Source: an optimization exercise on an open RTL-to-GDS flow (aim: small area, a short achievable clock period and few clock cycles per item). Production flows keep margins and buffers that such runs may drop.
The RTL was checked by simulation tests, not by an equivalence proof against the original design.
Power and IR drop assume default switching activity.

// pfd
module pfd (
  input  wire        clk,
  input  wire        rst,         
  input  wire        cmd_valid,
  output wire        cmd_ready,
  input  wire [63:0] cmd,
  input  wire [4:0]  reg_addr,
  output reg  [63:0] reg_rdata,
  input  wire [7:0]  fb_addr,
  output wire [7:0]  fb_rdata
);
For scale: about 6000 cells after synthesis, roughly 680 flip-flops, about 150 I/O pins.
Settings: LEC_CHECK=0, ABC_AREA=1, CAP_MARGIN=40, CORE_MARGIN=2, CORE_UTILIZATION=35, PLACE_DENSITY=0.45, SLEW_MARGIN=40; clock period 20.0 ns.
standard.sh (not shown) runs the stock make flow with config.mk's settings and CLKGATE_MAP_FILE= SYNTH_SCRIPT=/design/flow/synth_recipe.tcl, a recipe that flattens the netlist after the stock synthesis.
==> flow/flow/run.sh <==
#!/bin/bash
set -euo pipefail
export SETUP_SLACK_MARGIN=9
export BUFFER_PORTS_ARGS="-buffer_cell sky130_fd_sc_hd__buf_2"
export CTS_ARGS='-sink_clustering_enable -repair_clock_nets -sink_clustering_size 24 -sink_clustering_max_diameter 100 -buf_list {sky130_fd_sc_hd__clkbuf_16 sky130_fd_sc_hd__clkbuf_8} -dont_use_dummy_load'
bash standard.sh > standard.log 2>&1
The first run completed without violations.
Testbench counts at the start, summed over its fixed seeds: cycles 8,304, cmds 8,296.
Then changed:
==> flow/flow/run.sh (replaced) <==
#!/bin/bash
set -euo pipefail
export SETUP_SLACK_MARGIN=11
export BUFFER_PORTS_ARGS="-buffer_cell sky130_fd_sc_hd__buf_2"
bash standard.sh > standard.log 2>&1
Settings changed: CTS_BUF_LIST set to sky130_fd_sc_hd__clkbuf_8, CTS_CLUSTER_SIZE set to 20.
Result:
- first-iteration DRC count is lower by about 8%
- register-to-register slack gains 1.3 ns
- power is higher by about 13%
- die area is unchanged

job 6071:
Starting RTL as in the previous note.
export LEC_CHECK = 0
export ABC_AREA = 1
export CAP_MARGIN = 40
export CORE_MARGIN = 2
export CORE_UTILIZATION = 35
export CTS_BUF_LIST = sky130_fd_sc_hd__clkbuf_8
export CTS_CLUSTER_SIZE = 20
export PLACE_DENSITY = 0.45
export SLEW_MARGIN = 40
create_clock -name core_clock -period 20.0 [get_ports {clk}]
==> flow/flow/run.sh <==
#!/bin/bash
set -euo pipefail
export SETUP_SLACK_MARGIN=10
export BUFFER_PORTS_ARGS="-buffer_cell sky130_fd_sc_hd__buf_2"
bash standard.sh > standard.log 2>&1
Looking at the reports, job 6071 completed the entire flow and the layout it produced met the timing, design-rule and antenna checks.
Testbench counts of job 6071, summed over its fixed seeds: cycles 8,304, cmds 8,296.
Input-level comparison between job 9872 and job 6071:
Settings: a deleted CTS_CLUSTER_SIZE that had been 20; a change of CORE_UTILIZATION from 35 to 42; a change of SLEW_MARGIN from 40 to 15; a change of CAP_MARGIN from 40 to 15; a change of PLACE_DENSITY from 0.45 to 0.55; a deleted CTS_BUF_LIST that had been sky130_fd_sc_hd__clkbuf_8.
==> flow/flow/run.sh <==
#!/bin/bash
set -euo pipefail
export SETUP_SLACK_MARGIN=10
export BUFFER_PORTS_ARGS="-buffer_cell sky130_fd_sc_hd__buf_2"
export CTS_ARGS='-sink_clustering_enable -repair_clock_nets -sink_clustering_size 24 -sink_clustering_max_diameter 100 -buf_list {sky130_fd_sc_hd__clkbuf_16 sky130_fd_sc_hd__clkbuf_8} -dont_use_dummy_load'
bash standard.sh > standard.log 2>&1
==> comparison <==
Job 9872 reports its end of the critical path as fb_rdata[4] while job 6071 reports fb_rdata[5].
Of job 9872 and job 6071, the lower clock power share belongs to job 9872.
The setup slack of job 9872 is larger than that of job 6071.
Run comparison: job 6071 slowest cell on the critical path sky130_fd_sc_hd__a2111oi_4; job 9872 slowest cell on the critical path sky130_fd_sc_hd__a2111oi_1
From job 6071 to job 9872 the numbers moved as follows: fraction of final layout cells sized beyond drive strength 1 fell 1.4 points; final layout net count fell about 1.8%.
#### Input delta (job 1866 over job 9872)
Settings: SLEW_MARGIN changed from 15 to 40; CORE_UTILIZATION changed from 42 to 45; PLACE_DENSITY changed from 0.55 to 0.6; CAP_MARGIN changed from 15 to 40; ABC_AREA removed (was 1).
==> flow/flow/run.sh <==
#!/bin/bash
set -euo pipefail
export SETUP_SLACK_MARGIN=10

bash standard.sh > standard.log 2>&1
## What came out
Job 1866 finished every stage and its layout cleared the timing, design-rule and antenna checks.
Of job 1866 and job 9872, job 1866 shows the higher internal power consumption, with job 9872 below it.
Compared job 1866 vs job 9872, and synthesized-area fraction occupied by ao, oa, aoi and oai cells is up in job 1866.
The maximum clock frequency of job 1866 is higher than that of job 9872.
The final reports for job 1866 and job 9872 show utilization higher in the former.
Looking at total power across both flows, job 1866 is the weaker of the two, with job 9872 ahead.
The sequential fraction of design power in job 1866 was lower than what job 9872 gave.
Comparing the two runs side by side, job 1866 comes out ahead of job 9872 on final critical delay including setup and external delays.
Re fill cell total of the finished layout: job 1866 is 2048 down on job 9872.
Against job 9872 as the reference, job 1866 delivers a lower share of power burned in combinational logic.
Sort job 1866 and job 9872 by worst-case setup margin in the final layout, ascending, and job 9872 comes first.
When job 1866 is set beside job 9872, its number of global-route vias before repair turns out to be 2589 larger.
For job 9872, the most common cell after layout, fill and taps aside was sky130_fd_sc_hd__nand3_1, unlike job 1866, where it was sky130_fd_sc_hd__edfxtp_1.

pfd again, from the RTL that the note above started with.
export LEC_CHECK = 0
export ABC_AREA = 1
export CAP_MARGIN = 15
export CORE_MARGIN = 2
export CORE_UTILIZATION = 35
export PLACE_DENSITY = 0.45
export SLEW_MARGIN = 15
create_clock -name core_clock -period 20.0 [get_ports {clk}]
==> flow/flow/run.sh <==
#!/bin/bash
set -euo pipefail
export SETUP_SLACK_MARGIN=10
export BUFFER_PORTS_ARGS="-buffer_cell sky130_fd_sc_hd__buf_2"
export CTS_ARGS='-sink_clustering_enable -repair_clock_nets -sink_clustering_size 30 -sink_clustering_max_diameter 90 -buf_list {sky130_fd_sc_hd__clkbuf_16 sky130_fd_sc_hd__clkbuf_8} -dont_use_dummy_load'
bash standard.sh > standard.log 2>&1
The first run completed without violations.
Testbench counts at the start, summed over its fixed seeds: cycles 8,304, cmds 8,296.
Edit:
==> flow/flow/run.sh (replaced) <==
#!/bin/bash
set -euo pipefail
export SETUP_SLACK_MARGIN=10
export BUFFER_PORTS_ARGS="-buffer_cell sky130_fd_sc_hd__buf_2"
bash standard.sh > standard.log 2>&1
Settings changed: ABC_AREA 1 to default, CAP_MARGIN 15 to 40, CORE_UTILIZATION 35 to 45, CTS_BUF_LIST from default to sky130_fd_sc_hd__clkbuf_8, CTS_CLUSTER_SIZE from default to 20, PLACE_DENSITY 0.45 to 0.6, SLEW_MARGIN 15 to 40.
Outcome: Non-clock buffer count rose by 131. Worst setup slack improves by 0.27 ns. First-iteration DRC count rose by 17%. Final cell count drops by 19%. Die area goes down by 21%. Power rises by 12%. Sequential power barely changes. Critical path depth grows by 8. Cell area is higher by 6.1%. Clock power is higher by 38%. Fmax goes up by 2.7%.

==> port drivers added, routing unchanged <==
No port has a modelled driver above. Below, the same layouts with a new extraction and two added sets of constraints.
Step 1 (the two cells are an assumption about what drives the block):
set clk [get_ports {clk}]
set_driving_cell -lib_cell sky130_fd_sc_hd__clkbuf_16 $clk
set_driving_cell -lib_cell sky130_fd_sc_hd__buf_2 [delete_from_list [all_inputs] $clk]
Step 2 times the ports against the registers' clock, not the clock port: input delays grow and output delays shrink by t, the midpoint of the rising clock arrivals with the driver on.
Three values: ideal, step 1, step 2; two values: the first two.
| run | t (ns) | slack for setup (ns) | worst setup path at the end | worst data-port slew with drivers (ns) |
|---|---|---|---|---|
| the first run of note 1 | 0.737 | 8.950 / 8.903 / 8.539 | input to register | 0.07 |
| the second run of note 1 | 0.995 | 9.511 / 9.445 / 9.445 | input to output | 0.07 |
| job 6071 | 0.986 | 9.524 / 9.361 / 9.039 | input to register | 0.28 |
| job 9872 | 0.717 | 9.592 / 9.552 / 9.300 | input to register | 0.09 |
| job 1866 | 0.770 | 9.695 / 9.637 / 8.972 | input to register | 0.16 |
| the first run of note 3 | 0.752 | 9.518 / 9.348 / 9.235 | input to register | 0.26 |
| the second run of note 3 | 0.933 | 9.790 / 9.696 / 8.889 | input to register | 0.15 |
After both steps every run listed still meets setup and hold. For the second run of note 3, which loses most, drivers alone change the setup slack by -0.094 ns; drivers and shift together by -0.901 ns.
